This is an optimization exercise on Yosys and OpenROAD, whose aim is small area, a short achievable clock period and few clock cycles, not a production implementation. At most, simulation tests tie the RTL to the original design; equivalence was not proved. Power figures rest on the tool's default switching activity, not on a simulated workload.

Setup of main:
// nes_bankbus
module nes_bankbus (
    input             clk,
    input             rst,
    input      [7:0]  cfg_song,
    input      [7:0]  cfg_region,
    input      [15:0] cfg_init_addr,
    input      [15:0] cfg_play_addr,
    input      [15:0] cfg_load_addr,
    input      [15:0] cfg_vec_nmi,
    input      [15:0] cfg_vec_irq,
    input      [63:0] cfg_bank_init,
    input      [20:0] cfg_file_len,
    input             req_valid,
    output reg        req_ready,
    input      [1:0]  req_op,       
    input      [15:0] req_addr,
    input      [7:0]  req_wdata,
    output reg        resp_valid,
    output reg [7:0]  resp_rdata,
    output reg        resp_err,
    output reg        fault,
    output reg        fault_io,
    output reg        apu_valid,
    output     [15:0] apu_addr,
    output     [7:0]  apu_data,
    output reg        mem_en,
    output reg        mem_we,
    output reg [16:0] mem_addr,
    output reg [7:0]  mem_wdata,
    input      [7:0]  mem_rdata,
    output reg        file_en,
    output reg [20:0] file_addr,
    input      [7:0]  file_rdata,
    input             file_bad
);
export LEC_CHECK = 0
export ABC_AREA = 1
export CAP_MARGIN = 20
export CORE_MARGIN = 2
export CORE_UTILIZATION = 40
export PLACE_DENSITY = 0.6
export SLEW_MARGIN = 20
create_clock -name core_clock -period 12.0 [get_ports {clk}]
standard.sh (not shown) runs the stock make flow with config.mk's settings and CLKGATE_MAP_FILE= SYNTH_SCRIPT=/design/flow/synth_recipe.tcl, a recipe that flattens the netlist after the stock synthesis.
==> flow/flow/run.sh <==
#!/bin/bash
# Standard ORFS layout, but the input and output port buffers are buf_1 cells
# instead of the default delay buffers, the clock tree uses clkbuf_8 buffers
# in clusters of 12 sinks without dummy loads, and timing repair aims for
# 8.6 ns of setup slack at the design's 12 ns clock. Each tool's output goes
# to a log here.
set -o pipefail
bash standard.sh "BUFFER_PORTS_ARGS=-buffer_cell sky130_fd_sc_hd__buf_1" \
  "CTS_ARGS=-sink_clustering_enable -repair_clock_nets -buf_list sky130_fd_sc_hd__clkbuf_8 -root_buf sky130_fd_sc_hd__clkbuf_8 -dont_use_dummy_load -sink_clustering_size 12" \
  "SETUP_SLACK_MARGIN=8.6" \
  finish > standard.log 2>&1
Testbench counts of main, summed over its fixed seeds: cycles 545,789.
Input-level comparison between the feature branch and main:
--- a/flow/design.v
+++ b/flow/design.v
@@ -110,21 +110,21 @@
     wire        a_5xxx  = (a[15:12] == 4'h5);
     wire        q_ram   = (mem_addr[15:11] == 5'd0);
     wire        q_apu   = (mem_addr[15:5] == 11'h200) && !(mem_addr[4] && mem_addr[3]);
     wire        q_shim  = (mem_addr[15:7] == 9'h020);
     wire        q_vec   = (kreg == 3'd7) && (mem_addr[11:3] == 9'h1FF) && (mem_addr[2] || mem_addr[1]);
     wire        q_cache = mem_addr[16] && (mem_addr[15:12] != 4'd0);
     wire        q_map   = !(mem_addr[16] && (mem_addr[15:12] == 4'd0));
     wire        q_bank  = (mem_addr[11:3] == 9'h1FF);    
     wire [3:0]  a_code  = win[a[14:12]];
     wire        a_slot  = a[15] && (a_code != 4'd15);
-    wire [2:0]  w_sel   = mem_addr[5:3];
+    wire [2:0]  w_sel   = mem_addr[2:0];
     wire [3:0]  w_code  = win[w_sel];
     wire      shim_now = !rom_q && q_shim;
     wire      vec_now  = rom_q && q_vec;
     reg [7:0] var_byte;
     reg       var_hit;
     always @* begin
         var_byte = 8'h00;
         var_hit = 1'b1;
         if (vec_now) begin
             case (mem_addr[2:0])
@@ -363,21 +363,21 @@
                 if (val_cs && !res_cs && fcach == 4'd0)
                     fcach <= cs;
             end
             if (cs == 4'd14) begin
                 mem_en <= 1'b0;
                 nst = 1 << S_DEC;
             end
         end
         if (st[S_DEC]) begin
             resp_rdata <= 8'h00;
-            mem_addr[5:0] <= 6'h07;
+            mem_addr[2:0] <= 3'd0;
             if (fnd != 4'd0 && fres) begin
                 cs <= fnd;
                 win[kreg] <= fnd;
                 touch_q <= 1'b1;
                 if (more_init) begin
                     kreg <= k_1;
                     mem_wdata <= cfg_bank_init[{k_1, 3'b000} +: 8];
                     nst = 1 << S_LBS;
                 end else begin
                     resp_valid <= 1'b1;
@@ -396,22 +396,22 @@
                 {sgn, file_addr[20:12]} <= h_bank;
                 file_en <= 1'b1;
                 err <= 1'b0;
                 ffirst <= 1'b1;
                 nst = 1 << S_FILL;
             end
         end
         if (st[S_EVS]) begin
             if (w_code == evf)
                 win[w_sel] <= 4'd0;
-            mem_addr[5:3] <= jn[5:3];
-            if (mem_addr[5:3] == 3'd7)
+            mem_addr[2:0] <= jn[2:0];
+            if (mem_addr[2:0] == 3'd7)
                 nst = 1 << S_FEND;
         end
         if (st[S_FILL]) begin
             if (w_code == evf)
                 win[w_sel] <= 4'd0;
             file_addr[11:0] <= l_add[11:0];
             {sgn, file_addr[20:12]} <= h_inc;
             ffirst <= 1'b0;
             if (ffirst) begin
                 mem_en <= 1'b0;
Results
Compared with main, in the feature branch routing usage on met3 has remained practically unchanged, area enclosed by the die boundary picked up an extra about 5.5%, final weighted congestion of routability-driven global placement held, flip-flop and latch count went up. The cell area after layout reported for the feature branch is greater than that of main by 940 um2. In the tables for the feature branch and main, share of cell area taken by multi-input logic gates reads higher with the feature branch. The run showing the greater power density of the placed cells is the feature branch. On detailed-route via count, the lower figure sits with main, not the feature branch. The feature branch vs. main: number of non-clock inverters +7, power dissipated in sequential cells +6.5%.
No functional check of the RTL was part of the feature branch.

========
Another version of the RTL of nes_bankbus (not shown whole).
Size in the first run: ~2200 cells after synthesis, about 15000 um2 of cells after synthesis.
clock: 12.0 ns
lec_check: 0
abc_area: 1
cap_margin: 20
core_margin: 2
core_utilization: 40
place_density: 0.6
slew_margin: 20
==> flow/flow/run.sh <==
#!/bin/bash
# Standard ORFS layout, but the input and output port buffers are buf_1 cells
# instead of the default delay buffers, the clock tree uses clkbuf_8 buffers
# in clusters of 14 sinks without dummy loads, and timing repair aims for
# 8.4 ns of setup slack at the design's 12 ns clock. Each tool's output goes
# to a log here.
set -o pipefail
bash standard.sh "BUFFER_PORTS_ARGS=-buffer_cell sky130_fd_sc_hd__buf_1" \
  "CTS_ARGS=-sink_clustering_enable -repair_clock_nets -buf_list sky130_fd_sc_hd__clkbuf_8 -root_buf sky130_fd_sc_hd__clkbuf_8 -dont_use_dummy_load -sink_clustering_size 14 -sink_clustering_max_diameter 70" \
  "SETUP_SLACK_MARGIN=8.4" \
  finish > standard.log 2>&1
==> next run, changes <==
--- a/flow/design.v
+++ b/flow/design.v
@@ -67,28 +67,25 @@
     reg        shim_q, vec_q;    
     reg        varsel;           
     reg        in_q, hlt_q, heq_q, llt_q;
     reg [3:0]  count;            
     reg [3:0]  win [0:7];
     reg [3:0]  lru [0:9];        
     reg [14:1] valid;            
     reg [3:0]  fnd;              
     reg        fres;             
     reg [3:0]  ffree;            
     reg [3:0]  fcach;            
     always @* req_ready = st[S_IDLE];
-    reg [4:0] apu_a;
-    always @(posedge clk)
-        apu_a <= req_addr[4:0];
-    assign apu_addr  = {11'h200, apu_a};
+    assign apu_addr  = {11'h200, mem_addr[4:0]};
     assign apu_data  = mem_wdata;
     integer i;
     reg [9:0] below;
     always @* begin
         below[0] = 1'b0;
         for (i = 1; i < 10; i = i + 1)
             below[i] = below[i-1] | (lru[i-1] == cs);
     end
     always @(posedge clk) begin
         if (touch_q) begin
             lru[0] <= cs;
             for (i = 1; i < 10; i = i + 1)
@@ -357,25 +354,26 @@
                 err <= l_add[12];
             end
             if (cs != 4'd15 && cs != 4'd0) begin
                 if ((val_cs || res_cs) && resp_rdata == mem_wdata) begin
                     fnd <= cs;
                     fres <= res_cs;
                 end
                 if (!val_cs && !res_cs && ffree == 4'd0)
                     ffree <= cs;
                 if (val_cs && !res_cs && fcach == 4'd0)
                     fcach <= cs;
             end
-            if (cs == 4'd14) begin
+            if (cs == 4'd14 ||
+                (cs != 4'd15 && cs != 4'd0 && res_cs && resp_rdata == mem_wdata)) begin
                 mem_en <= 1'b0;
                 nst = 1 << S_DEC;
             end
         end
         if (st[S_DEC]) begin
             resp_rdata <= 8'h00;
             mem_addr[5:0] <= 6'h07;
             if (fnd != 4'd0 && fres) begin
                 cs <= fnd;
                 win[kreg] <= fnd;
                 touch_q <= 1'b1;
                 if (more_init) begin
The new run completed with no timing, DRC or antenna violations.
Worst hold slack hardly moves.
Die area went up by 1.3%.
Routed wire length is higher by 4.5%.
Sequential cell count fell by 5.
Utilization went up by 0.69 points.
Critical path depth does not change.
Synthesized area rose by 1.3%.
Setup slack degrades by 110 ps.
Synthesized cell count rose by 3.4%.
Clock skew went up by 10 ps.
Count of clock-buffer cells in the layout is higher by 3.
No run of this note included a check of the RTL's function; only the layout flow was run.

========
## raven
nes_bankbus, a different RTL version from the one above (not shown whole).
Size in the first run: ~1700 cells after synthesis, ~210 flip-flops, roughly 310 I/O pins, roughly 14000 µm² of cells after synthesis.
## nes_bankbus
module nes_bankbus (
    input             clk,
    input             rst,
    input      [7:0]  cfg_song,
    input      [7:0]  cfg_region,
    input      [15:0] cfg_init_addr,
    input      [15:0] cfg_play_addr,
    input      [15:0] cfg_load_addr,
    input      [15:0] cfg_vec_nmi,
    input      [15:0] cfg_vec_irq,
    input      [63:0] cfg_bank_init,
    input      [20:0] cfg_file_len,
    input             req_valid,
    output reg        req_ready,
    input      [1:0]  req_op,       
    input      [15:0] req_addr,
    input      [7:0]  req_wdata,
    output reg        resp_valid,
    output reg [7:0]  resp_rdata,
    output reg        resp_err,
    output reg        fault,
    output reg        fault_io,
    output reg        apu_valid,
    output     [15:0] apu_addr,
    output     [7:0]  apu_data,
    output reg        mem_en,
    output reg        mem_we,
    output reg [16:0] mem_addr,
    output reg [7:0]  mem_wdata,
    input      [7:0]  mem_rdata,
    output reg        file_en,
    output reg [20:0] file_addr,
    input      [7:0]  file_rdata,
    input             file_bad
);
    localparam S_IDLE = 0;    
    localparam S_BRD  = 1;    
    localparam S_RD1  = 2;    
    localparam S_RD2  = 3;    
    localparam S_BW0  = 4;    
    localparam S_BW1  = 5;    
    localparam S_BW2  = 6;    
    localparam S_BW3  = 7;    
    localparam S_ZST  = 8;    
    localparam S_ZERO = 9;    
    localparam S_LBS  = 10;   
    localparam S_SRCH = 11;   
    localparam S_FILL = 12;   
    localparam S_FEND = 13;   
    localparam S_DEC  = 14;   
    localparam S_EVS  = 15;   
    localparam NS = 16;
    reg [NS-1:0] st;
    reg [NS-1:0] nst;
    reg        rst_q;            
    reg [2:0]  kreg;             
    reg        lb_init;          
    reg        banked;           
    reg        flat;             
  ...
clock: 12.0 ns
lec_check: 0
cap_margin: 20
core_margin: 2
core_utilization: 40
place_density: 0.6
slew_margin: 20
Scripts as last shown in full above: flow/flow/run.sh
Changes in cedar relative to raven:
--- a/flow/design.v
+++ b/flow/design.v
@@ -65,15 +65,14 @@
     reg        rom_q;            
     reg        rsel;             
     reg        shim_q, vec_q;    
     reg        varsel;           
     reg        in_q, hlt_q, heq_q, llt_q;
     reg [3:0]  count;            
     reg [3:0]  win [0:7];
-    reg [7:0]  wflat;            
     reg [3:0]  lru [0:9];        
     reg [14:1] valid;            
     reg [3:0]  fnd;              
     reg        fres;             
     reg [3:0]  ffree;            
     reg [3:0]  fcach;            
     always @* req_ready = st[S_IDLE];
@@ -113,15 +112,15 @@
     wire        q_apu   = (mem_addr[15:5] == 11'h200) && !(mem_addr[4] && mem_addr[3]);
     wire        q_shim  = (mem_addr[15:7] == 9'h020);
     wire        q_vec   = (kreg == 3'd7) && (mem_addr[11:3] == 9'h1FF) && (mem_addr[2] || mem_addr[1]);
     wire        q_cache = mem_addr[16] && (mem_addr[15:12] != 4'd0);
     wire        q_map   = !(mem_addr[16] && (mem_addr[15:12] == 4'd0));
     wire        q_bank  = (mem_addr[11:3] == 9'h1FF);    
     wire [3:0]  a_code  = win[a[14:12]];
-    wire        a_slot  = a[15] && !wflat[a[14:12]];
+    wire        a_slot  = a[15] && (a_code != 4'd15);
     wire [2:0]  w_sel   = mem_addr[5:3];
     wire [3:0]  w_code  = win[w_sel];
     wire      shim_now = !rom_q && q_shim;
     wire      vec_now  = rom_q && q_vec;
     reg [7:0] var_byte;
     reg       var_hit;
     always @* begin
@@ -318,15 +317,14 @@
                 mem_en <= 1'b0;
                 flat <= !banked;
                 valid <= 14'd0;
                 if (banked) begin
                     count <= 4'd0;
                     for (i = 0; i < 8; i = i + 1)
                         win[i] <= 4'd0;
-                    wflat <= 8'h00;
                     kreg <= 3'd0;
                     mem_wdata <= cfg_bank_init[7:0];
                     lb_init <= 1'b1;
                     nst = 1 << S_LBS;
                 end else begin
                     {sgn, file_addr[20:12]} <= h_inc;
                     file_en <= 1'b1;
@@ -361,26 +359,26 @@
                     fres <= res_cs;
                 end
                 if (!val_cs && !res_cs && ffree == 4'd0)
                     ffree <= cs;
                 if (val_cs && !res_cs && fcach == 4'd0)
                     fcach <= cs;
             end
-            if (cs == 4'd14) begin
+            if (cs == 4'd14 ||
+                (cs != 4'd15 && cs != 4'd0 && res_cs && resp_rdata == mem_wdata)) begin
                 mem_en <= 1'b0;
                 nst = 1 << S_DEC;
             end
         end
         if (st[S_DEC]) begin
             resp_rdata <= 8'h00;
             mem_addr[5:0] <= 6'h07;
             if (fnd != 4'd0 && fres) begin
                 cs <= fnd;
                 win[kreg] <= fnd;
-                wflat[kreg] <= 1'b0;
                 touch_q <= 1'b1;
                 if (more_init) begin
                     kreg <= k_1;
                     mem_wdata <= cfg_bank_init[{k_1, 3'b000} +: 8];
                     nst = 1 << S_LBS;
                 end else begin
                     resp_valid <= 1'b1;
@@ -439,21 +437,19 @@
                 fault_io <= 1'b1;
                 resp_valid <= 1'b1;
                 resp_err <= 1'b1;
                 nst = 1 << S_IDLE;
             end else if (flat) begin
                 for (i = 0; i < 8; i = i + 1)
                     win[i] <= 4'd15;
-                wflat <= 8'hFF;
                 resp_valid <= 1'b1;
                 resp_err <= 1'b0;
                 nst = 1 << S_IDLE;
             end else begin
                 win[kreg] <= cs;
-                wflat[kreg] <= 1'b0;
                 valid[cs] <= 1'b1;
                 touch_q <= 1'b1;
                 if (!full)
                     count <= count_1;
                 if (more_init) begin
                     kreg <= k_1;
                     mem_wdata <= cfg_bank_init[{k_1, 3'b000} +: 8];
### Flow results
[compare] base=raven new=cedar: routed via count divided by cell count held steady, die area held steady, signed area change from the synthesized netlist to the final layout shrank by 1.2 points.
cedar against raven: horizontal extent of the die did not really move, number of buffers and inverters on the critical path went up, share of the core filled with cells in the final layout went down.
Total power: cedar above raven
Comparing synthesized cell count for cedar and raven, the smaller number came from cedar.
Function was not checked in any run of this note: the RTL went through the layout flow alone.

========
== rev 12 ==
nes_bankbus, a different RTL version from the one above (not shown whole).
For scale: roughly 1,300 cells after synthesis, roughly 180 flip-flops.
export LEC_CHECK = 0
export CAP_MARGIN = 20
export CORE_MARGIN = 2
export CORE_UTILIZATION = 40
export PLACE_DENSITY = 0.6
export SLEW_MARGIN = 20
create_clock -name core_clock -period 12.0 [get_ports {clk}]
==> flow/flow/run.sh <==
#!/bin/bash
# Standard ORFS layout, but the input and output port buffers are buf_2 cells
# instead of the default delay buffers. Each tool's output goes to a log here.
set -o pipefail
bash standard.sh "BUFFER_PORTS_ARGS=-buffer_cell sky130_fd_sc_hd__buf_2" finish > standard.log 2>&1
Every stage of the flow completed for rev 12, and the final layout passed the timing, design-rule and antenna checks.
The inputs of rev 13 differ from those of rev 12 as listed below.
diff --git a/flow/design.v b/flow/design.v
--- a/flow/design.v
+++ b/flow/design.v
@@ -97,15 +97,15 @@
     always @(posedge clk)
         vreg <= full ? tail : count_1;
     wire [15:0] a       = req_addr;
     wire        a_ram   = (a[15:11] == 5'd0);
     wire        a_apu   = (a[15:5] == 11'h200) && !(a[4] && a[3]);
     wire        a_bank  = (a[15:3] == 13'h0BFF);
     wire        a_shim  = (a[15:7] == 9'h020);
-    wire        a_vec   = (a[14:3] == 12'hFFF) && (a[2] || a[1]);
+    wire        a_vec   = a[15] && (a[14:3] == 12'hFFF) && (a[2] || a[1]);
     wire [16:0] a_maddr = {2'b00, a[14:12] & {3{a[15]}}, a[11] | (a[14] & !a[15]), a[10:0]};
     wire [3:0]  w_code  = win[mem_addr[14:12]];
     wire        w_flat  = (w_code == 4'd15);
     wire        w_map   = (w_code != 4'd0);
     wire [4:0]  w_frame = w_flat ? {2'b10, mem_addr[14:12]} : {1'b0, w_code};
     reg [7:0] var_byte;
     reg       var_hit;
--- outcome ---
- Both conditions hold for rev 13: the flow ran to the end and the final layout passed the timing, design-rule and antenna checks.
- Compare rev 12 and rev 13 | area enclosed by the die boundary higher: rev 13
- Clock network fraction of design power (rev 13 over rev 12): increase, 0.2 points
- The final reports for rev 13 and rev 12 show half-perimeter wire length after detailed placement lower in the former.
- Slew of the pin with the lowest slew margin was lower in rev 12 than in rev 13.
- Row global-route usage: rev 13 lower / rev 12 higher
- Summary of the comparison: hold slack is lower in rev 13, relative to rev 12.
- Looking at first-pass GRT wire length, rev 13 sits about 2.8% lower than rev 12 does.
- Rev 13 — mux cell area share after synthesis 0.18 points lower, rev 12 as reference
- In rev 13, the total length of routed met2 wires came out about 13% below the value in rev 12.
- [rev 13] worst slew margin relative to its limit fell 0.53 points relative to rev 12
- Delta(chip width, rev 13 - rev 12) > 0
Testbench counts of rev 13, summed over its fixed seeds: cycles 802,077.
The RTL of rev 12 was laid out without a check of its function.

[port drivers added, routing unchanged]
No port has a modelled driver above. Below, the same layouts with a new extraction and two added sets of constraints. Step 1 (the two cells are an assumption about what drives the block):
set clk [get_ports {clk}]
set_driving_cell -lib_cell sky130_fd_sc_hd__clkbuf_16 $clk
set_driving_cell -lib_cell sky130_fd_sc_hd__buf_2 [delete_from_list [all_inputs] $clk]
Step 2, shift: input delay + t, output delay - t, t = (earliest + latest rising clock arrival at the registers) / 2. This alone moves slack from input paths to output paths. Slacks: no drivers / after step 1 / after step 2; pairs: no drivers / after step 1.
run | t (ns) | setup WS [ns] | worst slew at a driven data input, ns | cell pins on the clock port's net
main | 0.611 | 8.359 / 8.305 / 8.152 | 0.07 | 1
the feature branch | 0.626 | 8.328 / 8.273 / 8.111 | 0.07 | 1
the first run of note 2 | 0.602 | 8.401 / 8.349 / 7.949 | 0.07 | 1
the second run of note 2 | 0.647 | 8.288 / 8.230 / 7.895 | 0.12 | 1
raven | 0.591 | 8.306 / 8.258 / 7.838 | 0.12 | 1
cedar | 0.573 | 8.335 / 8.293 / 7.854 | 0.08 | 1
rev 12 | 0.491 | 7.836 / 7.836 / 7.745 | 0.14 | 1
rev 13 | 0.482 | 7.572 / 7.572 / 7.463 | 0.08 | 1
After both steps every run listed still meets setup and hold. The setup slack of cedar, which loses most, moves by -0.042 ns with the drivers and by -0.481 ns with both steps.
